Source: an optimization exercise on an open RTL-to-GDS flow (aim: small area, a short achievable clock period and few clock cycles per item). Production flows keep margins and buffers that such runs may drop. The RTL was checked by simulation tests, not by an equivalence proof against the original design.

## flow/design.v

```verilog
module sigpcm_sine_lut (
    input  wire [6:0]  j,
    output reg  [62:0] level
);
    always @(*) begin
        case (j)
            7'd0: level = 63'h0000000000000000;
            7'd1: level = 63'h03242abef46ccfbf;
            7'd2: level = 63'h0647d97c437604fa;
            7'd3: level = 63'h096a9049670cfae6;
            7'd4: level = 63'h0c8bd35e14da15f1;
            7'd5: level = 63'h0fab272b54b9871a;
            7'd6: level = 63'h12c8106e8e613a22;
            7'd7: level = 63'h15e214448b3fc655;
            7'd8: level = 63'h18f8b83c69a60ab6;
            7'd9: level = 63'h1c0b826a7e4f62fc;
            7'd10: level = 63'h1f19f97b215f1aaf;
            7'd11: level = 63'h2223a4c563eceec1;
            7'd12: level = 63'h25280c5dab3e0b51;
            7'd13: level = 63'h2826b9282ecc0286;
            7'd14: level = 63'h2b1f34eb563fb9fc;
            7'd15: level = 63'h2e110a61f48b3d5d;
            7'd16: level = 63'h30fbc54d5d52c5a3;
            7'd17: level = 63'h33def28751db145b;
            7'd18: level = 63'h36ba2013c2b98056;
            7'd19: level = 63'h398cdd326388bc2d;
            7'd20: level = 63'h3c56ba700dec763c;
            7'd21: level = 63'h3f1749b7f13573f6;
            7'd22: level = 63'h41ce1e648bffb65a;
            7'd23: level = 63'h447acd506d2c8a10;
            7'd24: level = 63'h471cece6b9a321b2;
            7'd25: level = 63'h49b41533744b7aa2;
            7'd26: level = 63'h4c3fdff385c0d383;
            7'd27: level = 63'h4ebfe8a48142e4f1;
            7'd28: level = 63'h5133cc942477585f;
            7'd29: level = 63'h539b2aef8f97a44e;
            7'd30: level = 63'h55f5a4d233b27e8a;
            7'd31: level = 63'h5842dd5474b37b6d;
            7'd32: level = 63'h5a827999fcef3241;
            7'd33: level = 63'h5cb420dfbffe590d;
            7'd34: level = 63'h5ed77c89aabebb78;
            7'd35: level = 63'h60ec382ffe5db748;
            7'd36: level = 63'h62f201ac545d02d3;
            7'd37: level = 63'h64e88926498fed3c;
            7'd38: level = 63'h66cf811fce1d02ce;
            7'd39: level = 63'h68a69e81189e0776;
            7'd40: level = 63'h6a6d98a43a868c0c;
            7'd41: level = 63'h6c2429605407fe6d;
            7'd42: level = 63'h6dca0d1465b8f643;
            7'd43: level = 63'h6f5f02b1be54a67d;
            7'd44: level = 63'h70e2cbc602f6c348;
            7'd45: level = 63'h72552c84d047d3d9;
            7'd46: level = 63'h73b5ebd0f31dcbc2;
            7'd47: level = 63'h7504d3453724e6b0;
            7'd48: level = 63'h7641af3cca3518a2;
            7'd49: level = 63'h776c4edb3308f183;
            7'd50: level = 63'h78848413da1b92fe;
            7'd51: level = 63'h798a23b1238447b9;
            7'd52: level = 63'h7a7d055b18b76975;
            7'd53: level = 63'h7b5d039da1258cf3;
            7'd54: level = 63'h7c29fbee48c35ca8;
            7'd55: level = 63'h7ce3ceb193962313;
            7'd56: level = 63'h7d8a5f3fdd72c0aa;
            7'd57: level = 63'h7e1d93e9c52ea4d5;
            7'd58: level = 63'h7e9d55fc22945a85;
            7'd59: level = 63'h7f0991c3867f4d1e;
            7'd60: level = 63'h7f62368f44949677;
            7'd61: level = 63'h7fa736b40620e854;
            7'd62: level = 63'h7fd8878de5b5f78e;
            7'd63: level = 63'h7ff62182133432ec;
            7'd64: level = 63'h7fffffffffffffff;
            default: level = 63'd0;
        endcase
    end
endmodule
module sigpcm_geneval (
    input  wire        clk,
    input  wire        rst,           
    input  wire        req_valid,
    output wire        req_ready,
    input  wire [63:0] req_kind,      
    input  wire [63:0] req_param,     
    input  wire [63:0] req_delay,     
    input  wire [63:0] req_time,      
    input  wire [3:0]  req_width,     
    output wire        resp_valid,
    output wire [2:0]  resp_err,
    output wire [63:0] resp_info,
    output wire [63:0] resp_level,
    output wire [63:0] resp_quant
);
    localparam ARCH = 0;    
    localparam [63:0] UNIT_LEVEL = 64'h7FFF_FFFF_FFFF_FFFF;
    localparam [63:0] NEG_UNIT   = 64'h8000_0000_0000_0001;
    localparam [2:0] K_NONE   = 3'd0,
                     K_SINE   = 3'd1,
                     K_PULSE  = 3'd2,
                     K_SQUARE = 3'd3,
                     K_RUP    = 3'd4,
                     K_RDOWN  = 3'd5;
    localparam [2:0] E_OK      = 3'd0,
                     E_WIDTH   = 3'd1,
                     E_KIND    = 3'd2,
                     E_PARAM   = 3'd3,
                     E_BUFFER  = 3'd4;
    localparam [3:0] S_IDLE   = 4'd0,
                     S_C1     = 4'd1,    
                     S_C2     = 4'd2,    
                     S_MOD    = 4'd4,    
                     S_NEGFIX = 4'd5,    
                     S_IDX    = 4'd6,    
                     S_SQ     = 4'd7,    
                     S_LUT    = 4'd8,    
                     S_NEGL   = 4'd9,    
                     S_DIV    = 4'd10;   
    localparam [1:0] C_ZERO = 2'd0, C_UNIT = 2'd1, C_NEGU = 2'd2;
    reg [3:0]  state;
    reg        rdy;
    reg        vld;
    reg [2:0]  err_r;
    reg [2:0]  kind;
    reg        kind_big;   
    reg        kind_buf;   
    reg [3:0]  width;
    reg [5:0]  qsel;       
    reg        neg;        
    reg [4:0]  cnt;
    reg        f_div;      
    reg        f_cin0;     
    reg [63:0] R;          
    reg [63:0] D;          
    reg [63:0] Q;          
    assign req_ready  = rdy;
    assign resp_valid = vld;
    assign resp_err   = err_r;
    assign resp_info  = Q;
    assign resp_level = R;
    assign resp_quant = ({64{qsel[0]}} & {56'd0, R[63:56] ^ 8'h80}) |
                        ({64{qsel[1]}} & {48'd0, R[63:48]}) |
                        ({64{qsel[2]}} & {40'd0, R[63:40]}) |
                        ({64{qsel[3]}} & {32'd0, R[63:32]}) |
                        ({64{qsel[4]}} & {16'd0, R[63:16]}) |
                        ({64{qsel[5]}} & R);
    wire [5:0] wdec = {width == 4'd8, width == 4'd6, width == 4'd4,
                       width == 4'd3, width == 4'd2, width == 4'd1};
    wire width_ok  = |wdec;
    wire p_neg     = Q[63];
    wire p_zero    = (Q == 64'd0);
    wire kind_pos  = (kind == K_SINE) || (kind == K_SQUARE) || (kind == K_RUP) || (kind == K_RDOWN);
    wire is_ramp   = (kind == K_RUP) || (kind == K_RDOWN);
    reg [2:0] chk_err;
    always @(*) begin
        if (!width_ok)                              chk_err = E_WIDTH;
        else if (kind_big)                          chk_err = E_KIND;
        else if (kind_pos && (p_neg || p_zero))     chk_err = E_PARAM;
        else if (kind == K_PULSE && p_neg)          chk_err = E_PARAM;
        else if (kind_buf)                          chk_err = E_BUFFER;
        else                                        chk_err = E_OK;
    end
    wire [65:0] A  = f_div ? {R, Q[63:62]} : {2'b00, R};
    wire [65:0] d1 = {2'b00, D};
    wire [65:0] d2 = {1'b0, D, 1'b0};
    wire        cin1 = !f_cin0;
    wire [65:0] Y1, Y2, Y3;
    wire [65:0] cs_s = A ^ ~d1 ^ ~d2;
    wire [65:0] cs_c = {(A[64:0] & ~d1[64:0]) | (A[64:0] & ~d2[64:0]) | (~d1[64:0] & ~d2[64:0]), 1'b1};
    pfx_add #(.W(66), .ARCH(ARCH)) u_add1 (.a(A),    .b(~d1),  .cin(cin1), .s(Y1));
    pfx_add #(.W(66), .ARCH(ARCH)) u_add2 (.a(A),    .b(~d2),  .cin(1'b1), .s(Y2));
    pfx_add #(.W(66), .ARCH(ARCH)) u_add3 (.a(cs_s), .b(cs_c), .cin(1'b1), .s(Y3));
    wire        ge1 = !Y1[65];
    wire        ge2 = !Y2[65];
    wire        ge3 = !Y3[65];
    wire [1:0]  dig = {ge2, ge3 | (ge1 & !ge2)};
    wire        t3 = ge3, t2 = ge2 & !ge3, t1 = ge1 & !ge2, t0 = !ge1;
    wire [63:0] rstep = ({64{t3}} & Y3[63:0]) | ({64{t2}} & Y2[63:0]) |
                        ({64{t1}} & Y1[63:0]) | ({64{t0}} & A[63:0]);
    wire        r_nz, p_nz;
    wire [5:0]  r_lz, p_lz;
    sigpcm_lzc u_lzr (.x(R), .nz(r_nz), .lz(r_lz));
    sigpcm_lzc u_lzp (.x(Q), .nz(p_nz), .lz(p_lz));
    wire [6:0]  e_len = {1'b0, p_lz} - {1'b0, r_lz};
    wire [4:0]  m_len = (r_nz && !e_len[6]) ? e_len[5:1] : 5'd0;
    wire [5:0]  shamt = (state == S_C2 && !is_ramp) ? {m_len, 1'b0} : 6'd0;
    wire [63:0] p_shl = Q << shamt;
    wire [7:0]  idx  = Q[7:0];
    wire [6:0]  lj   = idx[6] ? (7'd64 - {1'b0, idx[5:0]}) : {1'b0, idx[5:0]};
    wire [62:0] lval;
    sigpcm_sine_lut u_lut (
        .j     (lj),
        .level (lval)
    );
    wire ramp_le0 = R[63] || (R[62:0] == {63{1'b1}});    
    wire [63:0] q_next = {Q[61:0], dig};
    reg        fin;
    reg [1:0]  fsrc;      
    reg [1:0]  fconst;
    always @(*) begin
        fin    = 1'b0;
        fsrc   = 2'd0;
        fconst = C_ZERO;
        case (state)
            S_C1: if (chk_err != E_OK || kind == K_NONE) fin = 1'b1;
            S_C2: begin
                if (is_ramp) begin
                    if (ramp_le0) begin
                        fin = 1'b1;
                        fconst = (kind == K_RUP) ? C_ZERO : C_UNIT;
                    end else if (ge1) begin
                        fin = 1'b1;
                        fconst = (kind == K_RUP) ? C_UNIT : C_ZERO;
                    end
                end else if (kind == K_PULSE) begin
                    fin = 1'b1;
                    fconst = (!R[63] && !ge1) ? C_UNIT : C_ZERO;
                end
            end
            S_SQ: begin
                fin = 1'b1;
                fconst = ge2 ? C_NEGU : C_UNIT;
            end
            S_LUT: if (!idx[7]) begin
                fin  = 1'b1;
                fsrc = 2'd1;
            end
            S_NEGL: begin
                fin  = 1'b1;
                fsrc = 2'd2;
            end
            S_DIV: if (cnt == 5'd0) begin
                fin  = 1'b1;
                fsrc = 2'd3;
            end
            default: ;
        endcase
    end
    reg [63:0] flevel;
    always @(*) begin
        case (fsrc)
            2'd1:    flevel = {1'b0, lval};
            2'd2:    flevel = ~Y1[63:0];
            2'd3:    flevel = {1'b0, q_next[63:1] ^ {63{kind == K_RDOWN}}};
            default: flevel = (fconst == C_UNIT) ? UNIT_LEVEL :
                              (fconst == C_NEGU) ? NEG_UNIT : 64'd0;
        endcase
    end
    reg [3:0] nstate;
    always @(*) begin
        nstate = state;
        case (state)
            S_IDLE:   if (req_valid) nstate = S_C1;
            S_C1:     nstate = S_C2;
            S_C2:     nstate = is_ramp ? S_DIV : S_MOD;
            S_MOD:    if (cnt == 5'd0) nstate = neg ? S_NEGFIX : (kind == K_SINE) ? S_IDX : S_SQ;
            S_NEGFIX: nstate = (kind == K_SINE) ? S_IDX : S_SQ;
            S_IDX:    if (cnt == 5'd0) nstate = S_LUT;
            S_LUT:    nstate = S_NEGL;
            S_DIV:    nstate = S_DIV;            
            default:  nstate = S_IDLE;
        endcase
        if (fin) nstate = S_IDLE;
    end
    wire acc_kbig = (|req_kind[63:3]) || (req_kind[2:0] == 3'd7);
    wire acc_kbuf = !(|req_kind[63:3]) && (req_kind[2:0] == 3'd6);
    wire        r_step = (state == S_MOD) || (state == S_IDX) || (state == S_DIV && cnt != 5'd0);
    wire        r_inv  = (state == S_NEGFIX) ||
                         (state == S_C1 && (kind == K_SINE || kind == K_SQUARE) && Y1[63]);
    reg  [63:0] r_other;
    always @(*) begin
        if (fin)
            r_other = (state == S_C1 && chk_err != E_OK) ? 64'd0 : flevel;
        else case (state)
            S_IDLE:           r_other = req_valid ? req_time : R;
            S_C1, S_NEGFIX:   r_other = Y1[63:0] ^ {64{r_inv}};
            S_LUT:            r_other = {1'b0, lval};
            default:          r_other = R;
        endcase
    end
    wire [63:0] r_next = r_step ? rstep : r_other;
    always @(posedge clk) begin
        R <= r_next;
    end
    always @(posedge clk) begin
        if (rst) begin
            state <= S_IDLE;
            rdy   <= 1'b1;
            vld   <= 1'b0;
        end else begin
            state <= nstate;
            rdy   <= (nstate == S_IDLE);
            vld   <= fin;
            f_div  <= (nstate == S_IDX) || (nstate == S_DIV) || (nstate == S_SQ);
            f_cin0 <= (state == S_IDLE && ((req_kind[2:0] == K_RUP) || (req_kind[2:0] == K_RDOWN))) ||
                      (nstate == S_NEGL);
            case (state)
                S_IDLE: if (req_valid) begin
                    D        <= req_delay;
                    Q        <= (acc_kbig || acc_kbuf) ? req_kind : req_param;
                    kind     <= req_kind[2:0];
                    kind_big <= acc_kbig;
                    kind_buf <= acc_kbuf;
                    width    <= req_width;
                end
                S_C1: begin
                    neg <= Y1[63];
                    D <= p_shl;                             
                    if (is_ramp) Q <= {~Y1[62:0], 1'b0};    
                end
                S_C2: begin
                    if (!is_ramp) D <= p_shl;               
                    cnt <= is_ramp ? 5'd31 : m_len;
                end
                S_MOD: begin
                    cnt <= cnt - 5'd1;
                    if (cnt == 5'd0) begin
                        D   <= p_shl;                       
                        Q   <= 64'd0;
                        cnt <= 5'd3;
                    end else begin
                        D <= {2'b00, D[63:2]};
                    end
                end
                S_IDX, S_DIV: begin
                    Q   <= q_next;
                    cnt <= cnt - 5'd1;
                end
                S_LUT: begin
                    D <= 64'd0;
                end
                default: ;
            endcase
            if (fin) begin
                err_r <= (state == S_C1) ? chk_err : E_OK;
 if (state == S_C1 && chk_err != E_OK) begin
                    Q    <= (chk_err == E_WIDTH) ? {60'd0, width} : Q;
                    qsel <= 6'd0;
                end else begin
                    Q    <= 64'd0;
                    qsel <= wdec;
                end
            end
        end
    end
endmodule
module sigpcm_lzc (
    input  wire [63:0] x,
    output wire        nz,
    output wire [5:0]  lz
);
    wire [63:0]  v0 = x;
    wire [31:0]  v1;  wire [31:0]  c1;
    wire [15:0]  v2;  wire [31:0]  c2;
    wire [7:0]   v3;  wire [23:0]  c3;
    wire [3:0]   v4;  wire [15:0]  c4;
    wire [1:0]   v5;  wire [9:0]   c5;
    genvar i;
    generate
        for (i = 0; i < 32; i = i + 1) begin : l1
            assign v1[i] = v0[2*i+1] | v0[2*i];
            assign c1[i] = !v0[2*i+1];
        end
        for (i = 0; i < 16; i = i + 1) begin : l2
            assign v2[i] = v1[2*i+1] | v1[2*i];
            assign c2[2*i+1 -: 2] = v1[2*i+1] ? {1'b0, c1[2*i+1]} : {1'b1, c1[2*i]};
        end
        for (i = 0; i < 8; i = i + 1) begin : l3
            assign v3[i] = v2[2*i+1] | v2[2*i];
            assign c3[3*i+2 -: 3] = v2[2*i+1] ? {1'b0, c2[4*i+3 -: 2]} : {1'b1, c2[4*i+1 -: 2]};
        end
        for (i = 0; i < 4; i = i + 1) begin : l4
            assign v4[i] = v3[2*i+1] | v3[2*i];
            assign c4[4*i+3 -: 4] = v3[2*i+1] ? {1'b0, c3[6*i+5 -: 3]} : {1'b1, c3[6*i+2 -: 3]};
        end
        for (i = 0; i < 2; i = i + 1) begin : l5
            assign v5[i] = v4[2*i+1] | v4[2*i];
            assign c5[5*i+4 -: 5] = v4[2*i+1] ? {1'b0, c4[8*i+7 -: 4]} : {1'b1, c4[8*i+3 -: 4]};
        end
    endgenerate
    assign nz = v5[1] | v5[0];
    assign lz = v5[1] ? {1'b0, c5[9:5]} : {1'b1, c5[4:0]};
endmodule
module pfx_add #(parameter W = 66, parameter ARCH = 1) (
    input  wire [W-1:0] a,
    input  wire [W-1:0] b,
    input  wire         cin,
    output wire [W-1:0] s
);
    localparam N = W + 1;
    localparam L = 7;            
    wire [N-1:0] g0 = {a & b, cin};
    wire [N-1:0] p0 = {a ^ b, 1'b0};
    wire [N-1:0] c;    
    genvar l, i;
    generate
    if (ARCH == 0) begin : skl
        wire [N-1:0] G [0:L];
        wire [N-1:0] P [0:L];
        assign G[0] = g0; assign P[0] = p0;
        for (l = 0; l < L; l = l + 1) begin : lv
            for (i = 0; i < N; i = i + 1) begin : b
                if (((i >> l) & 1) == 1) begin : m
                    localparam integer j = ((i >> l) << l) - 1;
                    assign G[l+1][i] = G[l][i] | (P[l][i] & G[l][j]);
                    assign P[l+1][i] = P[l][i] & P[l][j];
                end else begin : t
                    assign G[l+1][i] = G[l][i];
                    assign P[l+1][i] = P[l][i];
                end
            end
        end
        assign c = G[L];
    end else if (ARCH == 1) begin : bk
        wire [N-1:0] G [0:2*L];
        wire [N-1:0] P [0:2*L];
        assign G[0] = g0; assign P[0] = p0;
        for (l = 0; l < L; l = l + 1) begin : up
            for (i = 0; i < N; i = i + 1) begin : b
                if ((i % (2 << l)) == ((2 << l) - 1)) begin : m
                    assign G[l+1][i] = G[l][i] | (P[l][i] & G[l][i - (1 << l)]);
                    assign P[l+1][i] = P[l][i] & P[l][i - (1 << l)];
                end else begin : t
                    assign G[l+1][i] = G[l][i];
                    assign P[l+1][i] = P[l][i];
                end
            end
        end
        for (l = L - 2; l >= 0; l = l - 1) begin : dn
            for (i = 0; i < N; i = i + 1) begin : b
                if ((i % (2 << l)) == ((1 << l) - 1) && i >= (2 << l)) begin : m
                    assign G[2*L-1-l][i] = G[2*L-2-l][i] | (P[2*L-2-l][i] & G[2*L-2-l][i - (1 << l)]);
                    assign P[2*L-1-l][i] = P[2*L-2-l][i] & P[2*L-2-l][i - (1 << l)];
                end else begin : t
                    assign G[2*L-1-l][i] = G[2*L-2-l][i];
                    assign P[2*L-1-l][i] = P[2*L-2-l][i];
                end
            end
        end
        assign c = G[2*L-1];
    end else begin : rc
        assign c[0] = cin;
        for (i = 1; i < N; i = i + 1) begin : b
            assign c[i] = g0[i] | (p0[i] & c[i-1]);
        end
    end
    endgenerate
    assign s = p0[N-1:1] ^ c[N-2:0];
endmodule
```

## flow/flow/run.sh

```bash
#!/bin/bash
set -euo pipefail
SETUP_MARGIN=${SETUP_MARGIN:-8.5}
bash standard.sh synth > synth.log 2>&1
bash standard.sh "SETUP_SLACK_MARGIN=$SETUP_MARGIN" \
    "BUFFER_PORTS_ARGS=-buffer_cell sky130_fd_sc_hd__buf_1" finish > layout.log 2>&1
```

## flow/constraint.sdc

```tcl
create_clock -name core_clock -period 14.0 [get_ports {clk}]
set_input_delay 2.8000 -clock core_clock [delete_from_list [all_inputs] [get_ports {clk}]]
set_output_delay 2.8000 -clock core_clock [all_outputs]
set_load 0.01 [all_outputs]
```

## flow/standard.sh

```bash
#!/bin/bash
# synth_recipe.tcl (not shown) runs the flow's synth.tcl, then flattens the netlist and writes it again
# the make line also repeats each setting of config.mk as NAME=value (left out here)
make -C /OpenROAD-flow-scripts/flow DESIGN_CONFIG=/design/flow/config.mk WORK_HOME=/design/flow/orfs CLKGATE_MAP_FILE= SYNTH_SCRIPT=/design/flow/synth_recipe.tcl "${@:-finish}"
```

## flow/config.mk

```make
export PLATFORM = sky130hd
export DESIGN_NAME = sigpcm_geneval
export DESIGN_NICKNAME = sigpcm_geneval
export VERILOG_FILES = /design/flow/design.v
export SDC_FILE = /design/flow/constraint.sdc
export NUM_CORES = 4
export LEC_CHECK = 0
export CAP_MARGIN = 35
export CELL_PAD_IN_SITES_DETAIL_PLACEMENT = 1
export CELL_PAD_IN_SITES_GLOBAL_PLACEMENT = 2
export CORE_MARGIN = 2
export CORE_UTILIZATION = 25
export PLACE_DENSITY = 0.4
export SLEW_MARGIN = 35
export SYNTH_MEMORY_MAX_BITS = 32768
```

==> results of run 1 <==
what timing repair did:
action / CTS / global route
setup endpoints to repair: 336 / 253
buffers inserted: 184 / 161
cloned: 22 / 15
gates resized for setup: 517 / 269
pin swaps: 72 / 116
metrics by stage:
stage	setup slack (ns)	cell area [sq um]
floorplan	8.54	37900
global placement	4.84	42400
detailed placement	5.07	43000
CTS	8.03	48500
global route	7.74	51500
finish	7.89	51500
critical path: stages (launching register included):
cell	delay, ns
edfxtp_1	0.73
or4_1	0.63
or4b_4	0.61
o32a_1	0.32
o221ai_2	0.36
o211ai_4	0.13
inv_2	0.10
fa_2	0.26
nor2b_4	0.06
o311ai_4	0.29
buf_4	0.18
a21oi_4	0.07
nand3_4	0.14
buf_12	0.21
mux2i_1	0.39
mux2i_4	0.18
mux2i_1	0.16
buf_4	0.15
mux2i_4	0.09
a222oi_1	0.56
o31ai_1	0.18
synthesized netlist by cell type (all sizes together), types with 49 or more instances:
cell type / count
a22oi: 94
o221ai: 49
fa: 78
xnor2: 167
ha: 217
a211oi: 87
nor3: 106
nand3: 103
inv: 186
a21o: 55
mux2: 75
xor2: 115
a21oi: 517
nor2: 419
edfxtp: 218
o21ai: 446
a221oi: 168
o211ai: 61
buf: 99
nand2: 434
nor4: 60
mux2i: 119
a222oi: 58
clkbuf: 359
routing by layer:
metal  wire [um]  track usage [%]
met1      138000             54.2
met5         225                0
met2      146000             63.8
met3       34200             10.3
met4       22900             22.8
worst paths after layout:
check	from	cells past startpoint	to	slack, ns
worst max-delay path	Q[21]$_SDFFCE_PN0P_	20	D[61]$_DFFE_PP_	7.89
worst min-delay path	D[21]$_DFFE_PP_	2	D[19]$_DFFE_PP_	0.57
worst max register to register	Q[21]$_SDFFCE_PN0P_	20	D[61]$_DFFE_PP_	7.89
worst min register to register	D[21]$_DFFE_PP_	2	D[19]$_DFFE_PP_	0.57
cells in the final DEF, fill, tap and decap left out, drive strengths merged, types with 28 or more instances in the layout:
cell,count
o221a,29
a221o,28
nor2,419
o22ai,43
a31oi,46
mux2,75
a21o,55
nor3,106
nor2b,31
nor4,60
mux2i,119
and3,46
o21bai,34
nand4,48
o21ai,446
and2,37
clkbuf,56
inv,185
a222oi,58
fa,78
edfxtp,218
a221oi,168
o221ai,49
a211oi,87
nand2,436
ha,217
nand3,103
nand2b,34
xor2,115
xnor2,167
o211ai,61
a21oi,517
a22oi,94
buf,1060
layout make-up:
type / count / area [sq um] / area share, %
Timing Repair Buffer: 1077 / 8080 / 15.7
Clock inverter: 19 / 170 / 0.330
Clock buffer: 44 / 910 / 1.76
Multi-Input combinational cell: 4150 / 32400 / 62.9
Sequential cell: 224 / 6670 / 12.9
Tap cell: 2016 / 2520 / 4.89
Antenna cell: 16 / 40.0 / 0.0777
Inverter: 191 / 721 / 1.40
sequential cells by signal, summed over array words and instances, names as in the netlist, 3 cells and up:
signal and count:
qsel 6, kind 3, Q 64, cnt 5
width 4, R 64, state 4, err_r 3
D 64
cell families (layout without fill, tap and decap cells):
family,Yosys count,count (layout),synth area share [%]
AOI/OAI and AO/OA,1984,1986,35.2
other,0,16,0
buffers and inverters,649,1331,6.77
xor gates and xnor gates,284,285,6.64
muxes,196,196,5.57
and+or+nand+nor,1386,1388,16.9
DFF,224,224,17.6
adders and majority gates,295,295,11.3
==> notes.md, run 1 <==
CTS tree yes; Via Count 51,000; num rows about 140; post-route ant nets 0; setup violators final 0; Hold Buf Count CTS 0; Crit path arrival time approximately 6.4 ns; Overall Global Routing Usage 41.9%; fraction of layout cells with a size suffix above 1 between 20% and 30%; DRT iter0 DRCs just under 7,000; Die Area between 150,000 and 200,000 sq um; syn avg cell area ~7.5 sq um; final hold vios 0; sequential area share after synthesis 17.6%; yosys warns 3; CTS Buf Count 35; run status no timing/DRC/antenna violations; initial core utilization roughly a quarter; Slew Limit Fails 0; MaxCap Viol Count 0; Post-Syn Instances ~5,000; Die W 393 um; Slew @ Worst Pin approximately 1.0 ns; HPWL Detailed 254 mm; Die Ht 393 um; Mapped Nets roughly 5,600; Total Neg Setup Slack 0 ns; Mapped Area ~38,000 sq um; WHS 0.571 ns; DR DRC count 0; top post-synthesis cells by area edfxtp_1 17%, ha_1 7.2%, a21oi_1 6.8%; grt ovf 0; # IOs 460; CTS Buffer Depth 3; number of synthesized flops with an enable pin about 220; Netlist cell types about 110; RD Place Congestion just over 1; Post-Route Utilization between 30% and 40%; Clock Sinks roughly 220; critical path endpoint category register; Setup CP Type register to register; htree depth 2; crit share post-route a little over two fifths; RSZ-0062 raised after global routing true; Synth Flop Type edfxtp_1; CP required between 10 and 15 ns; Tmin final approximately 6.1 ns; crit path launch type register; root buffer cell clkbuf_16; Async S/R FF share, synth 0%; Fill cells around 18,000; clock slew at reported path FFs approximately 0.07 ns; register bit total from synthesis 224; initial antenna violation count 52; dpl cells between 7,000 and 8,000; largest net degree at the start of global routing 98; first-pass GRT wire length between 400 and 500 mm; CP Max Fanout 13; post-synth top area share between 10% and 20%; fmax approximately 0.16 GHz; Area Growth Syn to Fin 36.1%; vias in the first global route between 40,000 and 50,000; clk_skew 0.0335 ns; leading area contributor after synthesis edfxtp_1; Slew HR 31.9%; area of the core 150,000 sq um; Pre-Repair DR Iteration Count 9; Worst Hold Class register to register; WL/cell about 44 um; Vias per Instance between 6 and 7; final-stage net count around 6,200; Post-Route WL between 300 and 400 mm; number of buffers inserted by port buffering between 400 and 500; fin cells approximately 7,700; Worst-Skew Late Latency just over 0.6 ns
Testbench counts, summed over its fixed seeds: cycles 103,556, items 4,800.
==> run 2, diff against run 1 <==
--- a/flow/design.v
+++ b/flow/design.v
@@ -330,7 +330,7 @@
             endcase
             if (fin) begin
                 err_r <= (state == S_C1) ? chk_err : E_OK;
- if (state == S_C1 && chk_err != E_OK) begin
+                if (state == S_C1 && chk_err != E_OK) begin
                     Q    <= (chk_err == E_WIDTH) ? {60'd0, width} : Q;
                     qsel <= 6'd0;
                 end else begin
--- a/flow/config.mk
+++ b/flow/config.mk
@@ -5,11 +5,11 @@
 export SDC_FILE = /design/flow/constraint.sdc
 export NUM_CORES = 4
 export LEC_CHECK = 0
-export CAP_MARGIN = 35
+export CAP_MARGIN = 20
 export CELL_PAD_IN_SITES_DETAIL_PLACEMENT = 1
 export CELL_PAD_IN_SITES_GLOBAL_PLACEMENT = 2
 export CORE_MARGIN = 2
 export CORE_UTILIZATION = 25
 export PLACE_DENSITY = 0.4
-export SLEW_MARGIN = 35
+export SLEW_MARGIN = 20
 export SYNTH_MEMORY_MAX_BITS = 32768
==> run 2 against run 1 <==
Compared with the run above:
- final cell count is 0.40% lower
- non-clock buffer count shrank 41
- sequential share of layout area increased by 0.15 points
- highest routed layer unchanged
- global-route usage rose by 0.082 points
- maximum frequency increased by 3.1%
- routed wire length down 0.24%
- worst hold slack got worse by 0.0073 ns
- largest cell class unchanged
- still clean
- critical path depth rose by 6
==> notes.md, run 2 <==
run status no timing/DRC/antenna violations (unchanged); register bit total from synthesis 224 (unchanged); initial core utilization 25.2% (unchanged); DRT iter0 DRCs 6,804 (was 6,799); top post-synthesis cells by area edfxtp_1 17%, ha_1 7.2%, a21oi_1 6.8% (unchanged); fin cells 7,706 (was 7,737); commonest non-fill, non-tap cell in the layout a21oi_1 (unchanged); Pre-Repair DR Iteration Count 6 (was 9); vias in the first global route 48,100 (about the same); WL/cell 44.2 um (was 44.1 um); area of the core 150,000 sq um (unchanged); Mapped Area 37,900 sq um (unchanged); dpl cells 7,257 (was 7,272); DR top layer met5 (unchanged); final-stage net count 6,195 (was 6,237); Mapped Nets 5,576 (unchanged); number of buffers inserted by port buffering 459 (unchanged); Die W 393 um (unchanged); DR DRC count 0 (unchanged); sequential area share after synthesis 17.6% (unchanged); RD Place Congestion 1.03 (unchanged); Clock Sinks 224 (unchanged); WL met2 145 mm (was 146 mm); Worst-Skew Late Latency 0.65 ns (was 0.62 ns); Slew @ Worst Pin 1.28 ns (was 1.02 ns); post-synth top area share 17.3% (unchanged); initial antenna violation count 52 (unchanged); Slew Limit Fails 0 (unchanged); crit share post-route 42.3% (was 43.6%); syn avg cell area 7.55 sq um (unchanged); clock slew at reported path FFs 0.06 ns (was 0.07 ns); fmax 0.169 GHz (was 0.164 GHz); first-pass GRT wire length 443 mm (was 442 mm); Metal-1 WL 138 mm (about the same); Post-Route Utilization 33.9% (was 34.3%); htree depth 2 (unchanged); number of synthesized flops with an enable pin 218 (unchanged); final hold vios 0 (unchanged); CTS Buf Count 34 (was 35); Async S/R FF share, synth 0% (unchanged); MaxCap Viol Count 0 (unchanged); Slew HR 13.4% (was 31.9%); Netlist cell types 107 (unchanged); Worst Hold Class register to register (unchanged); yosys warns 3 (unchanged); root buffer cell clkbuf_16 (unchanged); Synth top cells by count 515 x a21oi_1, 433 x nand2_1, 417 x nor2_1 (unchanged); critical path endpoint category register (unchanged); met3 wire length 35.1 mm (was 34.2 mm); fraction of layout cells with a size suffix above 1 22.0% (was 22.9%); top-count cell post-synth a21oi_1 (unchanged); Die Area 155,000 sq um (unchanged); num rows 142 (unchanged); Post-Syn Instances 5,018 (unchanged); most frequent cells in the layout 478 x a21oi_1, 459 x buf_1, 437 x buf_4, 411 x nand2_1, 385 x nor2_1 (was 475 x a21oi_1, 459 x buf_1, 443 x buf_4, 405 x nand2_1, 385 x nor2_1); # IOs 460 (unchanged); HPWL Detailed 251 mm (was 254 mm); crit path launch type register (unchanged); Total Neg Setup Slack 0 ns (unchanged); post-route ant nets 0 (unchanged); clk_skew 0.0676 ns (was 0.0335 ns); Setup CP Type register to register (unchanged); Die Ht 393 um (unchanged); Via Count 50,600 (was 51,000); largest net degree at the start of global routing 98 (unchanged); RSZ-0062 raised after global routing true (unchanged); Largest regs D: 64 flops, Q: 64 flops, R: 64 flops (unchanged); Vias per Instance 6.56 (was 6.59); Crit path arrival time 6.27 ns (was 6.44 ns); grt ovf 0 (unchanged); CTS tree yes (unchanged); Tmin final 5.93 ns (was 6.11 ns); CP required 14.34 ns (was 14.33 ns); Area Growth Syn to Fin 34.5% (was 36.1%); Overall Global Routing Usage 42.0% (was 41.9%); CTS Buffer Depth 3 (unchanged); setup violators final 0 (unchanged); leading area contributor after synthesis edfxtp_1 (unchanged); Synth Flop Type edfxtp_1 (unchanged); Post-Route WL 340 mm (was 341 mm); CP Max Fanout 11 (was 13); WHS 0.564 ns (was 0.571 ns)
==> run 2: cell types whose count changed in the layout (fill, tap and decap cells not counted), moves of 9 or more <==
cell	delta
ha_4	+10
mux2i_4	+12
ha_1	-12
diode_2	+12
buf_8	-15
mux2i_2	-15
buf_12	-12
clkinv_1	+9
==> run 2: final timing paths <==
check,depth (start not counted),from,endpoint,slack (ns)
hold / removal,2,D[21]$_DFFE_PP_,D[19]$_DFFE_PP_,0.56
setup / recovery,26,R[6]$_DFFE_PP_,D[25]$_DFFE_PP_,8.07
setup reg to reg,26,R[6]$_DFFE_PP_,D[25]$_DFFE_PP_,8.07
hold reg to reg,2,D[21]$_DFFE_PP_,D[19]$_DFFE_PP_,0.56
==> run 2: routing by layer <==
layer,global-route usage [%],up-vias
li1,-,20500
met1,54.2,25900
met2,63.4,3371
met3,11.4,813
met4,22.5,22
met5,0,-
==> run 2: kinds of logic after synthesis <==
logic type | count (synthesis) | synth area share [%]
AO/OA/AOI/OAI | 1984 | 35.2
AND/OR/NAND/NOR | 1386 | 16.9
buffers and inverters | 649 | 6.77
adder cells (fa/ha/maj) | 295 | 11.3
XOR/XNOR | 284 | 6.64
flip-flops | 224 | 17.6
multiplexers | 196 | 5.57
==> run 2: worst max-delay path, cell delays in order (launching register included) <==
cell       delay, ns
edfxtp_1        0.66
or4_1           0.55
a21o_1          0.21
nand2_1         0.06
nand2_1         0.06
a21boi_0        0.28
o221ai_1        0.17
a21boi_0        0.21
o21ai_0         0.11
buf_4           0.23
ha_1            0.41
nor2b_4         0.18
o311ai_4        0.31
nand2_2         0.11
nand4bb_4       0.18
nor2_4          0.07
buf_12          0.14
buf_6           0.11
buf_6           0.12
buf_16          0.15
buf_4           0.16
mux2i_2         0.18
mux2i_1         0.22
buf_4           0.18
mux2i_4         0.11
a222oi_1        0.39
inv_1           0.08
==> run 2: timing repair <==
action                     4_1_cts  5_1_grt
buffers inserted               217      112
gates resized for setup        506      288
pin swaps                       92      113
cloned                          20       11
hold buffers                     0        0
setup endpoints to repair      341      227
==> run 2: area by class of cell <==
cell class	instances	area, sq um
tap	2016	2520
multi-input combinational	4150	32400
clock inverter	24	205
sequential	224	6670
fill	17700	99200
antenna	28	70.1
timing repair buffer	1036	7480
clock buffer	37	862
inverter	191	721
==> run 2: stage by stage <==
step	instance area (sq um)	setup slack, ns
2_1_floorplan	37900	8.54
5_1_grt	50900	7.85
4_1_cts	48200	8.08
3_3_place_gp	42400	4.84
6_report	50900	8.07
3_5_place_dp	42600	5.00
Testbench counts of run 2, summed over its fixed seeds: cycles 103,556, items 4,800.
==> run 3, diff against run 2 <==
--- a/flow/design.v
+++ b/flow/design.v
@@ -106,6 +106,7 @@
     localparam [3:0] S_IDLE   = 4'd0,
                      S_C1     = 4'd1,    
                      S_C2     = 4'd2,    
+                     S_C3     = 4'd3,    
                      S_MOD    = 4'd4,    
                      S_NEGFIX = 4'd5,    
                      S_IDX    = 4'd6,    
@@ -125,6 +126,7 @@
     reg [5:0]  qsel;       
     reg        neg;        
     reg [4:0]  cnt;
+    reg [4:0]  sh;         
     reg        f_div;      
     reg        f_cin0;     
     reg [63:0] R;          
@@ -180,7 +182,7 @@
     sigpcm_lzc u_lzp (.x(Q), .nz(p_nz), .lz(p_lz));
     wire [6:0]  e_len = {1'b0, p_lz} - {1'b0, r_lz};
     wire [4:0]  m_len = (r_nz && !e_len[6]) ? e_len[5:1] : 5'd0;
-    wire [5:0]  shamt = (state == S_C2 && !is_ramp) ? {m_len, 1'b0} : 6'd0;
+    wire [5:0]  shamt = (state == S_C3) ? {sh, 1'b0} : 6'd0;
     wire [63:0] p_shl = Q << shamt;
     wire [7:0]  idx  = Q[7:0];
     wire [6:0]  lj   = idx[6] ? (7'd64 - {1'b0, idx[5:0]}) : {1'b0, idx[5:0]};
@@ -249,7 +251,8 @@
         case (state)
             S_IDLE:   if (req_valid) nstate = S_C1;
             S_C1:     nstate = S_C2;
-            S_C2:     nstate = is_ramp ? S_DIV : S_MOD;
+            S_C2:     nstate = is_ramp ? S_DIV : S_C3;
+            S_C3:     nstate = S_MOD;
             S_MOD:    if (cnt == 5'd0) nstate = neg ? S_NEGFIX : (kind == K_SINE) ? S_IDX : S_SQ;
             S_NEGFIX: nstate = (kind == K_SINE) ? S_IDX : S_SQ;
             S_IDX:    if (cnt == 5'd0) nstate = S_LUT;
@@ -306,9 +309,12 @@
                     if (is_ramp) Q <= {~Y1[62:0], 1'b0};    
                 end
                 S_C2: begin
-                    if (!is_ramp) D <= p_shl;               
+                    sh  <= m_len;
                     cnt <= is_ramp ? 5'd31 : m_len;
                 end
+                S_C3: begin
+                    D <= p_shl;                             
+                end
                 S_MOD: begin
                     cnt <= cnt - 5'd1;
                     if (cnt == 5'd0) begin
==> run 3 against run 2 <==
Compared with the run above:
- still clean on timing, DRC and antenna
- cell area decreased by 8.4%
- core utilization decreased by 2.7 points
- global-route usage decreased by 2.2 points
- synthesized cell count decreased by 1.7%
- sequential cell count increased by 5
- maximum frequency increased by 5.4%
- first-iteration DRC count decreased by 11%
- worst hold slack improved by 0.022 ns
- via count decreased by 5.7%
==> notes.md, run 3 <==
run status no timing/DRC/antenna violations (unchanged); flop-to-flop setup slack 8.38 ns (was 8.07 ns); clock slew at reported path FFs 0.06 ns (about the same); Slew @ Worst Pin 1.30 ns (was 1.28 ns); setup violators final 0 (unchanged); Post-Route WL 318 mm (was 340 mm); sequential area share after synthesis 18.2% (was 17.6%); Worst-Skew Late Latency 0.64 ns (was 0.65 ns); root buffer cell clkbuf_16 (unchanged); Pre-Repair DR Iteration Count 6 (unchanged); critical path endpoint category register (unchanged); number of synthesized flops with an enable pin 223 (was 218); R2R Path End R[4]$_DFFE_PP_ (was D[25]$_DFFE_PP_); DR DRC count 0 (unchanged); htree depth 2 (unchanged); grt ovf 0 (unchanged); DRT iter0 DRCs 6,028 (was 6,804); worst setup path endpoint R[4]$_DFFE_PP_ (was D[25]$_DFFE_PP_); Hold Buf Count CTS 0 (unchanged); # IOs 460 (unchanged); Netlist cell types 118 (was 107); Die W 391 um (was 393 um); CP Max Fanout 25 (was 11); final-stage net count 5,967 (was 6,195); Tmin final 5.62 ns (was 5.93 ns); top-count cell post-synth a21oi_1 (unchanged); Worst Hold Class register to register (unchanged); num rows 142 (unchanged); Post-Syn Instances 4,933 (was 5,018); Clock Sinks 229 (was 224); Via Count 47,700 (was 50,600); Synth Flop Type edfxtp_1 (unchanged); commonest non-fill, non-tap cell in the layout a21oi_1 (unchanged); Largest regs D: 64 flops, Q: 64 flops, R: 64 flops (unchanged); yosys warns 3 (unchanged); clk_skew 0.0383 ns (was 0.0676 ns); final hold vios 0 (unchanged); crit path launch type register (unchanged); fraction of layout cells with a size suffix above 1 15.0% (was 22.0%); Mapped Area 37,500 sq um (was 37,900 sq um); Mapped Nets 5,491 (was 5,576); HPWL Detailed 246 mm (was 251 mm); Synth top cells by count 504 x a21oi_1, 453 x nand2_1, 451 x nor2_1 (was 515 x a21oi_1, 433 x nand2_1, 417 x nor2_1); leading area contributor after synthesis edfxtp_1 (unchanged); most frequent cells in the layout 488 x a21oi_1, 459 x buf_1, 441 x nand2_1, 427 x nor2_1, 332 x buf_4 (was 478 x a21oi_1, 459 x buf_1, 437 x buf_4, 411 x nand2_1, 385 x nor2_1); CP required 14.40 ns (was 14.34 ns); Area Growth Syn to Fin 24.4% (was 34.5%); critical path launch point f_div$_DFFE_PN_ (was R[6]$_DFFE_PP_); Crit path arrival time 6.02 ns (was 6.27 ns); initial antenna violation count 46 (was 52); CTS Buffer Depth 3 (unchanged); Fill cells 17,900 (was 17,700); post-route ant nets 0 (unchanged); vias in the first global route 45,300 (was 48,100); RD Place Congestion 1.01 (was 1.03); RSZ-0062 raised after global routing true (unchanged); Async S/R FF share, synth 0% (unchanged); WL/cell 42.6 um (was 44.2 um); fmax 0.178 GHz (was 0.169 GHz); crit share post-route 40.2% (was 42.3%); Slew HR 12.9% (was 13.4%); WHS 0.586 ns (was 0.564 ns); syn avg cell area 7.60 sq um (was 7.55 sq um); area of the core 149,000 sq um (was 150,000 sq um); number of buffers inserted by port buffering 459 (unchanged); Worst Reg-to-Reg Cells 20 (was 26); Setup CP Type register to register (unchanged); MaxCap Viol Count 0 (unchanged); largest net degree at the start of global routing 65 (was 98); Total Neg Setup Slack 0 ns (unchanged); register bit total from synthesis 229 (was 224); post-synth top area share 17.9% (was 17.3%); initial core utilization 25.1% (was 25.2%); Die Ht 391 um (was 393 um); CTS tree yes (unchanged); Overall Global Routing Usage 39.8% (was 42.0%); first-pass GRT wire length 420 mm (was 443 mm); Worst R2R Start f_div$_DFFE_PN_ (was R[6]$_DFFE_PP_); top post-synthesis cells by area edfxtp_1 18%, ha_1 7.2%, a21oi_1 6.7% (was edfxtp_1 17%, ha_1 7.2%, a21oi_1 6.8%); Slew Limit Fails 0 (unchanged); CTS Buf Count 38 (was 34); Vias per Instance 6.38 (was 6.56); Die Area 153,000 sq um (was 155,000 sq um)
run 3: changes by cell type after synthesis, moves of 13 or more:
cell / before / now
nor3_1: 104 / 118
o211ai_1: 60 / 45
o22ai_1: 43 / 22
o21ai_0: 399 / 338
a31oi_1: 46 / 84
clkbuf_1: 357 / 304
nand2_1: 433 / 453
o221ai_1: 48 / 72
nor2_1: 417 / 451
a311oi_1: 23 / 10
mux2i_1: 117 / 165
a221oi_1: 168 / 143
run 3: cell type report:
| type | instances | area (sq um) | share of cell area, % |
|---|---|---|---|
| diodes | 19 | 47.5 | 0.102 |
| clock buffers | 47 | 1000 | 2.15 |
| multi-input cells | 4108 | 30200 | 64.7 |
| flip-flops and latches | 229 | 6820 | 14.6 |
| inverters | 188 | 711 | 1.52 |
| repair buffers | 844 | 5150 | 11.0 |
| clock inverters | 23 | 203 | 0.434 |
| well taps | 2016 | 2520 | 5.40 |
run 3: routing by layer:
metal / track usage (%) / part of all wire [%]
met5: 0 / 0.046
met4: 14.4 / 4.6
met3: 10.8 / 10
met2: 58.9 / 42
met1: 54.9 / 43
run 3: critical path: stages, from the launching register on:
cell       delay (ns)
edfxtp_1         0.43
buf_6            0.14
buf_12           0.15
clkbuf_16        0.22
mux2_2           0.40
fa_1             0.46
ha_1             0.38
nand4_1          0.15
or2_1            0.27
nor4_2           0.31
o21ai_2          0.12
nand3_4          0.22
a31oi_4          0.12
a311oi_2         0.24
buf_4            0.18
xnor2_4          0.14
nor2_2           0.12
buf_12           0.22
a222oi_1         0.58
o211ai_1         0.26
and2_1           0.21
run 3: how the worst min path moves through the flow:
| stage | from | end | slack [ns] | cells past startpoint |
|---|---|---|---|---|
| 6_report | D[4]$_DFFE_PP_ | D[2]$_DFFE_PP_ | 0.59 | 1 |
| 5_1_grt | D[4]$_DFFE_PP_ | D[2]$_DFFE_PP_ | 0.61 | 1 |
| 4_1_cts | D[4]$_DFFE_PP_ | D[2]$_DFFE_PP_ | 0.59 | 1 |
| 3_5_place_dp | D[4]$_DFFE_PP_ | D[2]$_DFFE_PP_ | 0.58 | 1 |
| 3_3_place_gp | D[4]$_DFFE_PP_ | D[2]$_DFFE_PP_ | 0.59 | 1 |
| 2_1_floorplan | D[23]$_DFFE_PP_ | D[21]$_DFFE_PP_ | 0.53 | 2 |
run 3: logic make-up (layout without fill, tap and decap cells):
| kind of cell | after synthesis | count (layout) | synth area share (%) |
|---|---|---|---|
| xor gates and xnor gates | 281 | 281 | 6.60 |
| and+or+nand+nor | 1448 | 1450 | 17.9 |
| muxes | 220 | 220 | 6.11 |
| AOI/OAI and AO/OA | 1862 | 1862 | 33.6 |
| other | 0 | 19 | 0 |
| DFF | 229 | 229 | 18.2 |
| adders and majority gates | 295 | 295 | 11.4 |
| buffers and inverters | 598 | 1102 | 6.27 |
run 3: what timing repair did:
action	CTS	global route
cloned	6	6
pin swaps	19	48
gates resized for setup	179	161
endpoints found under the setup margin	282	195
setup buffers	63	100
hold endpoints to repair	0	0
run 3: stage by stage:
| stage | std cells | util (%) | setup WS (ns) | instance area (sq um) |
|---|---|---|---|---|
| floorplan | 4933 | - | 8.51 | 37500 |
| finish | 7474 | 31.2 | 8.38 | 46700 |
| global route | 7455 | 31.2 | 8.32 | 46600 |
| global placement | 7210 | 28.2 | 6.62 | 42100 |
| detailed placement | 7210 | 28.2 | 6.61 | 42100 |
| CTS | 7349 | 30.0 | 8.31 | 44900 |
Testbench counts of run 3, summed over its fixed seeds: cycles 105,715, items 4,800.
==> run 4, diff against run 3 <==
--- a/flow/config.mk
+++ b/flow/config.mk
@@ -5,11 +5,11 @@
 export SDC_FILE = /design/flow/constraint.sdc
 export NUM_CORES = 4
 export LEC_CHECK = 0
-export CAP_MARGIN = 20
+export CAP_MARGIN = 35
 export CELL_PAD_IN_SITES_DETAIL_PLACEMENT = 1
 export CELL_PAD_IN_SITES_GLOBAL_PLACEMENT = 2
 export CORE_MARGIN = 2
 export CORE_UTILIZATION = 25
 export PLACE_DENSITY = 0.4
-export SLEW_MARGIN = 20
+export SLEW_MARGIN = 35
 export SYNTH_MEMORY_MAX_BITS = 32768
==> run 4 against run 3 <==
Compared with the run above:
- largest cell class unchanged
- sequential cell count did not move
- setup slack worse by 0.047 ns
- routed wire length is 0.42% higher
- die area unchanged
- via count fell by 0.32%
- synthesized cell count is the same
- global-route usage rose by 0.34 points
==> notes.md, run 4 <==
run status no timing/DRC/antenna violations (unchanged); Clock Sinks 229 (unchanged); Synth Flop Type edfxtp_1 (unchanged); CTS Buf Count 37 (was 38); CTS Buffer Depth 3 (unchanged); # IOs 460 (unchanged); Hold Buf Count CTS 0 (unchanged); clk_skew 0.0811 ns (was 0.0383 ns); Post-Syn Instances 4,933 (unchanged); htree depth 2 (unchanged); MaxCap Viol Count 0 (unchanged); Area Growth Syn to Fin 26.8% (was 24.4%); Crit path arrival time 6.06 ns (was 6.02 ns); Async S/R FF share, synth 0% (unchanged); final hold vios 0 (unchanged); number of buffers inserted by port buffering 459 (unchanged); CP required 14.39 ns (was 14.40 ns); Slew @ Worst Pin 1.11 ns (was 1.30 ns); Die W 391 um (unchanged); root buffer cell clkbuf_16 (unchanged); Pre-Repair DR Iteration Count 6 (unchanged); post-route ant nets 0 (unchanged); first-pass GRT wire length 423 mm (was 420 mm); Mapped Area 37,500 sq um (unchanged); CTS tree yes (unchanged); grt ovf 0 (unchanged); yosys warns 3 (unchanged); Mapped Nets 5,491 (unchanged); Post-Route WL 320 mm (was 318 mm); fmax 0.176 GHz (was 0.178 GHz); vias in the first global route 45,700 (was 45,300); Slew Limit Fails 0 (unchanged); Vias per Instance 6.33 (was 6.38); Overall Global Routing Usage 40.2% (was 39.8%); top-count cell post-synth a21oi_1 (unchanged); Die Ht 391 um (unchanged); Tmin final 5.67 ns (was 5.62 ns); crit path launch type register (unchanged); initial core utilization 25.1% (unchanged); top post-synthesis cells by area edfxtp_1 18%, ha_1 7.2%, a21oi_1 6.7% (unchanged); final-stage net count 6,014 (was 5,967); RD Place Congestion 1.01 (unchanged); PnR worst setup slack 8.33 ns (was 8.38 ns); post-synth top area share 17.9% (unchanged); HPWL Detailed 246 mm (about the same); DRT iter0 DRCs 5,895 (was 6,028); Total Neg Setup Slack 0 ns (unchanged); CP Max Fanout 29 (was 25); Via Count 47,600 (was 47,700); most frequent cells in the layout 483 x a21oi_1, 459 x buf_1, 441 x nand2_1, 425 x nor2_1, 364 x buf_4 (was 488 x a21oi_1, 459 x buf_1, 441 x nand2_1, 427 x nor2_1, 332 x buf_4); leading area contributor after synthesis edfxtp_1 (unchanged); Fill cells 17,800 (was 17,900); register bit total from synthesis 229 (unchanged); clock slew at reported path FFs 0.06 ns (about the same); fraction of layout cells with a size suffix above 1 16.4% (was 15.0%); crit share post-route 40.5% (was 40.2%); WL/cell 42.6 um (about the same); number of synthesized flops with an enable pin 223 (unchanged); commonest non-fill, non-tap cell in the layout a21oi_1 (unchanged); DR DRC count 0 (unchanged); num rows 142 (unchanged); critical path endpoint category register (unchanged); Netlist cell types 118 (unchanged); Worst Hold Class register to register (unchanged); RSZ-0062 raised after global routing true (unchanged); syn avg cell area 7.60 sq um (unchanged); Slew HR 25.7% (was 12.9%); initial antenna violation count 40 (was 46); setup violators final 0 (unchanged); Setup CP Type register to register (unchanged); largest net degree at the start of global routing 65 (unchanged); sequential area share after synthesis 18.2% (unchanged); Worst-Skew Late Latency 0.68 ns (was 0.64 ns); area of the core 149,000 sq um (unchanged); Die Area 153,000 sq um (unchanged); Largest regs D: 64 flops, Q: 64 flops, R: 64 flops (unchanged); Synth top cells by count 504 x a21oi_1, 453 x nand2_1, 451 x nor2_1 (unchanged); Setup WS pre-CTS 7.01 ns (was 6.61 ns)
## run 4: cell count changes in the layout (fill, tap and decap cells not counted), sizes merged, moves of 2 or more
cell	previous run	this run
bufinv	2	5
buf	836	887
inv	189	187
clkbuf	54	44
diode	19	10
bufbuf	1	4
## run 4: logic make-up (layout without fill, tap and decap cells)
kind of cell	after synthesis	in the layout	synth area share [%]
AO/OA/AOI/OAI	1862	1862	33.6
AND/OR/NAND/NOR	1448	1450	17.9
buffers and inverters	598	1147	6.27
adder cells (fa/ha/maj)	295	295	11.4
XOR/XNOR	281	281	6.60
flip-flops	229	229	18.2
multiplexers	220	220	6.11
other	0	10	0
## run 4: final cells by class
class,count,area (sq um),area share (%)
multi-input combinational,4108,30600,64.3
sequential,229,6820,14.3
timing repair buffer,892,5650,11.9
tap,2016,2520,5.30
clock buffer,43,948,1.99
inverter,188,711,1.49
clock inverter,24,322,0.676
antenna,10,25.0,0.0526
## run 4: worst paths after layout
| path | from | end | slack, ns | cells after the start |
|---|---|---|---|---|
| setup / recovery | Q[1]$_DFFE_PP_ | R[8]$_DFFE_PP_ | 8.33 | 19 |
| hold / removal | D[4]$_DFFE_PP_ | D[2]$_DFFE_PP_ | 0.59 | 1 |
| setup reg to reg | Q[1]$_DFFE_PP_ | R[8]$_DFFE_PP_ | 8.33 | 19 |
| hold reg to reg | D[4]$_DFFE_PP_ | D[2]$_DFFE_PP_ | 0.59 | 1 |
## run 4: worst max-delay path, cell delays in order (launching register included)
cell and delay (ns):
edfxtp_1 0.34, inv_1 0.18, ha_1 0.30, buf_6 0.23
nand2b_1 0.21, xnor2_2 0.54, inv_6 0.24, buf_4 0.33
buf_4 0.29, nor2_2 0.38, buf_4 0.27, nand2_1 0.21
a31oi_1 0.23, a311oi_1 0.08, a21oi_2 0.37, a21oi_1 0.18
a2111oi_0 0.48, buf_4 0.23, o22ai_4 0.11, and2_1 0.19
## run 4: repair_timing
item,CTS,global route
gates cloned,10,1
gates resized for setup,234,117
pin swaps,42,49
buffers inserted,95,107
endpoints found under the setup margin,278,193
## run 4: per-layer routing
| metal | vias up | wire [um] | global-route usage (%) | share of wire (%) |
|---|---|---|---|---|
| met4 | 34 | 16100 | 16.6 | 5.0 |
| met1 | 24400 | 138000 | 54.4 | 43 |
| met2 | 2706 | 132000 | 58.4 | 41 |
| met5 | - | 299 | 0 | 0.093 |
| met3 | 515 | 33400 | 12.6 | 10 |
| li1 | 19900 | - | - | - |
## run 4: metrics by stage
stage	utilization [%]	std cells	instance area (sq um)	hold WS, ns
4_1_cts	30.8	7390	46000	0.592
3_3_place_gp	28.2	7210	42100	0.588
3_5_place_dp	28.4	7218	42400	0.578
6_report	31.8	7510	47600	0.594
2_1_floorplan	-	4933	37500	0.530
5_1_grt	31.8	7501	47600	0.605
==> run 5, diff against run 4 <==
==> flow/flow/run.sh (replaced) <==
#!/bin/bash
set -euo pipefail
SETUP_MARGIN=${SETUP_MARGIN:-9.0}
bash standard.sh synth > synth.log 2>&1
bash standard.sh "SETUP_SLACK_MARGIN=$SETUP_MARGIN" \
    "BUFFER_PORTS_ARGS=-buffer_cell sky130_fd_sc_hd__buf_1" finish > layout.log 2>&1
--- a/flow/config.mk
+++ b/flow/config.mk
@@ -5,11 +5,11 @@
 export SDC_FILE = /design/flow/constraint.sdc
 export NUM_CORES = 4
 export LEC_CHECK = 0
-export CAP_MARGIN = 35
+export CAP_MARGIN = 20
 export CELL_PAD_IN_SITES_DETAIL_PLACEMENT = 1
 export CELL_PAD_IN_SITES_GLOBAL_PLACEMENT = 2
 export CORE_MARGIN = 2
 export CORE_UTILIZATION = 25
 export PLACE_DENSITY = 0.4
-export SLEW_MARGIN = 35
+export SLEW_MARGIN = 20
 export SYNTH_MEMORY_MAX_BITS = 32768
==> run 5 against run 4 <==
Compared with the run above:
- clock-buffer cell count up 4
- synthesized cell count unchanged
- maximum frequency rose by 5.0%
- critical path type unchanged
- largest cell class unchanged
==> notes.md, run 5 <==
DRT iter0 DRCs 6,003 (was 5,895); Slew Limit Fails 0 (unchanged); final hold vios 0 (unchanged); register bit total from synthesis 229 (unchanged); largest net degree at the start of global routing 99 (was 65); root buffer cell clkbuf_16 (unchanged); area of the core 149,000 sq um (unchanged); crit path launch type register (unchanged); num rows 142 (unchanged); post-synth top area share 17.9% (unchanged); GR Util met2 59.6% (was 58.4%); met1 GRT Util 57.0% (was 54.4%); leading area contributor after synthesis edfxtp_1 (unchanged); crit share post-route 38.6% (was 40.5%); critical path endpoint category register (unchanged); Hold EP cnt[0]$_DFFE_PP_ (was D[2]$_DFFE_PP_); Die Area 153,000 sq um (unchanged); top post-synthesis cells by area edfxtp_1 18%, ha_1 7.2%, a21oi_1 6.7% (unchanged); PnR worst setup slack 8.60 ns (was 8.33 ns); fraction of layout cells with a size suffix above 1 24.3% (was 16.4%); commonest non-fill, non-tap cell in the layout buf_4 (was a21oi_1); Worst Reg-to-Reg Cells 23 (was 19); Pre-Repair DR Iteration Count 6 (unchanged); run status no timing/DRC/antenna violations (unchanged); Worst Hold Class register to register (unchanged); htree depth 2 (unchanged); Largest regs D: 64 flops, Q: 64 flops, R: 64 flops (unchanged); post-route ant nets 0 (unchanged); GR Layer Usage met3 10.5% (was 12.6%); R2R Path End R[36]$_DFFE_PP_ (was R[8]$_DFFE_PP_); RD Place Congestion 1.01 (about the same); Vias per Instance 6.34 (was 6.33); Setup CP Type register to register (unchanged); Fill cells 17,600 (was 17,800); CTS tree yes (unchanged); Clock Sinks 229 (unchanged); syn avg cell area 7.60 sq um (unchanged); Die Ht 391 um (unchanged); number of synthesized flops with an enable pin 223 (unchanged); hold depth 2 (was 1); CTS Buf Count 36 (was 37); vias in the first global route 46,500 (was 45,700); Post-Route Utilization 35.1% (was 31.8%); clk_skew 0.0533 ns (was 0.0811 ns); Worst R2R Start f_div$_DFFE_PN_ (was Q[1]$_DFFE_PP_); Tmin final 5.40 ns (was 5.67 ns); Mapped Nets 5,491 (unchanged); Setup WS pre-CTS 6.57 ns (was 7.01 ns); CP required 14.41 ns (was 14.39 ns); first-pass GRT wire length 432 mm (was 423 mm); Post-Syn Instances 4,933 (unchanged); Mapped Area 37,500 sq um (unchanged); sequential area share after synthesis 18.2% (unchanged); Hold Crit Start cnt[0]$_DFFE_PP_ (was D[4]$_DFFE_PP_); top-count cell post-synth a21oi_1 (unchanged); Die W 391 um (unchanged); fmax 0.185 GHz (was 0.176 GHz); DR DRC count 0 (unchanged); yosys warns 3 (unchanged); Slew @ Worst Pin 1.32 ns (was 1.11 ns); Slew HR 11.5% (was 25.7%); initial core utilization 25.1% (unchanged); Synth top cells by count 504 x a21oi_1, 453 x nand2_1, 451 x nor2_1 (unchanged); clock slew at reported path FFs 0.06 ns (about the same); MaxCap Viol Count 0 (unchanged); RSZ-0062 raised after global routing true (unchanged); Post-Route WL 328 mm (was 320 mm); Synth Flop Type edfxtp_1 (unchanged); Overall Global Routing Usage 41.0% (was 40.2%); GR peak layer met2 (unchanged); Async S/R FF share, synth 0% (unchanged); Hold Buf Count CTS 0 (unchanged); HPWL Detailed 245 mm (was 246 mm); Total Neg Setup Slack 0 ns (unchanged); grt ovf 0 (unchanged); final-stage net count 6,214 (was 6,014); most frequent cells in the layout 471 x buf_4, 457 x buf_1, 440 x a21oi_1, 429 x nand2_1, 406 x nor2_1 (was 483 x a21oi_1, 459 x buf_1, 441 x nand2_1, 425 x nor2_1, 364 x buf_4); Netlist cell types 118 (unchanged); CP Max Fanout 7 (was 29); Area Growth Syn to Fin 39.7% (was 26.8%); WHS 0.722 ns (was 0.594 ns); WL/cell 42.6 um (about the same); Via Count 48,900 (was 47,600); number of buffers inserted by port buffering 459 (unchanged); # IOs 460 (unchanged); flop-to-flop setup slack 8.60 ns (was 8.33 ns); setup violators final 0 (unchanged); Worst-Skew Late Latency 0.66 ns (was 0.68 ns); CTS Buffer Depth 3 (unchanged); initial antenna violation count 37 (was 40); Crit path arrival time 5.81 ns (was 6.06 ns)
[run 5: changes by cell type in the layout (fill, tap and decap cells not counted), sizes merged, moves of 3 or more]
| cell | previous run | this run |
|---|---|---|
| clkinv | 16 | 10 |
| diode | 10 | 16 |
| clkbuf | 44 | 55 |
| buf | 887 | 1080 |
| clkinvlp | 4 | 1 |
[run 5: worst max-delay path, stage by stage (launching register included)]
cell and delay [ns]:
edfxtp_1 0.38, buf_6 0.16, buf_12 0.15, buf_16 0.16, mux2_4 0.34, fa_1 0.53
ha_4 0.21, a211o_1 0.34, a2111oi_4 0.35, nor3_4 0.08, a221oi_4 0.38, o21ai_2 0.10
nand3_2 0.09, a311oi_2 0.09, buf_4 0.18, xnor2_4 0.19, buf_12 0.18, nor2_4 0.08
buf_12 0.16, buf_4 0.14, buf_6 0.11, a222oi_1 0.31, o21ai_1 0.12, a211o_1 0.29
[run 5: cell type report]
type | instances | area, sq um | area share [%]
Multi-Input combinational cell | 4107 | 33000 | 62.9
Timing Repair Buffer | 1094 | 8190 | 15.6
Sequential cell | 229 | 6820 | 13.0
Tap cell | 2016 | 2520 | 4.81
Clock buffer | 47 | 952 | 1.82
Inverter | 188 | 718 | 1.37
Clock inverter | 13 | 198 | 0.377
Antenna cell | 16 | 40.0 | 0.0764
[run 5: stage by stage]
step / area [sq um] / instances
CTS: 49400 / 7530
global route: 52400 / 7697
finish: 52400 / 7710
global placement: 42200 / 7214
detailed placement: 42300 / 7214
floorplan: 37600 / 4933
[run 5: cell families (layout without fill, tap and decap cells)]
group,count (synthesis),count (layout),share of synthesized area (%)
adders and majority gates,295,295,11.4
muxes,220,220,6.11
AOI/OAI and AO/OA,1862,1862,33.6
xor gates and xnor gates,281,281,6.60
and+or+nand+nor,1448,1449,17.9
buffers and inverters,598,1342,6.27
DFF,229,229,18.2
other,0,16,0
[run 5: metal layers]
metal	share of wire (%)	vias up
met2	42	2881
met3	10	497
met4	4.8	28
li1	-	20300
met1	43	25200
met5	0.056	-
[run 5: worst max path at each step]
stage	slack (ns)	cells after the start	endpoint	start
2_1_floorplan	9.02	23	R[46]$_DFFE_PP_	f_div$_DFFE_PN_
3_3_place_gp	6.11	18	R[61]$_DFFE_PP_	f_div$_DFFE_PN_
3_5_place_dp	6.57	23	R[17]$_DFFE_PP_	f_div$_DFFE_PN_
4_1_cts	8.59	20	R[47]$_DFFE_PP_	f_div$_DFFE_PN_
5_1_grt	8.49	22	R[36]$_DFFE_PP_	f_div$_DFFE_PN_
6_report	8.60	23	R[36]$_DFFE_PP_	f_div$_DFFE_PN_
[run 5: what timing repair did]
| action | 4_1_cts | 5_1_grt |
|---|---|---|
| gates resized for setup | 639 | 281 |
| cloned | 21 | 6 |
| pin swaps | 144 | 140 |
| buffers inserted | 235 | 157 |
| endpoints found under the setup margin | 316 | 229 |

static timing again, ports no longer ideal:
The results above use ideal ports. As a check the final layouts listed here were re-extracted and re-timed, cells and wires unchanged. Step 1 (the two cells are an assumption about what drives the block):
set clk [get_ports {clk}]
set_driving_cell -lib_cell sky130_fd_sc_hd__clkbuf_16 $clk
set_driving_cell -lib_cell sky130_fd_sc_hd__buf_2 [delete_from_list [all_inputs] $clk]
Step 2, shift: input delay + t, output delay - t, t = (earliest + latest rising clock arrival at the registers) / 2. This alone moves slack from input paths to output paths. a / b / c = no drivers / after step 1 / after step 2; a / b = the first two.
run | t, ns | slack for setup (ns) | slew at the worst register clock pin (ns)
run 1 | 0.691 | 7.890 / 7.890 / 7.890 | 0.07 / 0.07
run 2 | 0.697 | 8.072 / 8.072 / 7.964 | 0.07 / 0.07
run 3 | 0.707 | 8.377 / 8.377 / 7.913 | 0.06 / 0.06
run 4 | 0.728 | 8.330 / 8.330 / 7.951 | 0.07 / 0.07
run 5 | 0.714 | 8.599 / 8.599 / 8.343 | 0.07 / 0.07
After both steps every run listed still meets setup and hold. For run 3, which loses most, drivers alone change the setup slack by 0.000 ns; drivers and shift together by -0.464 ns.
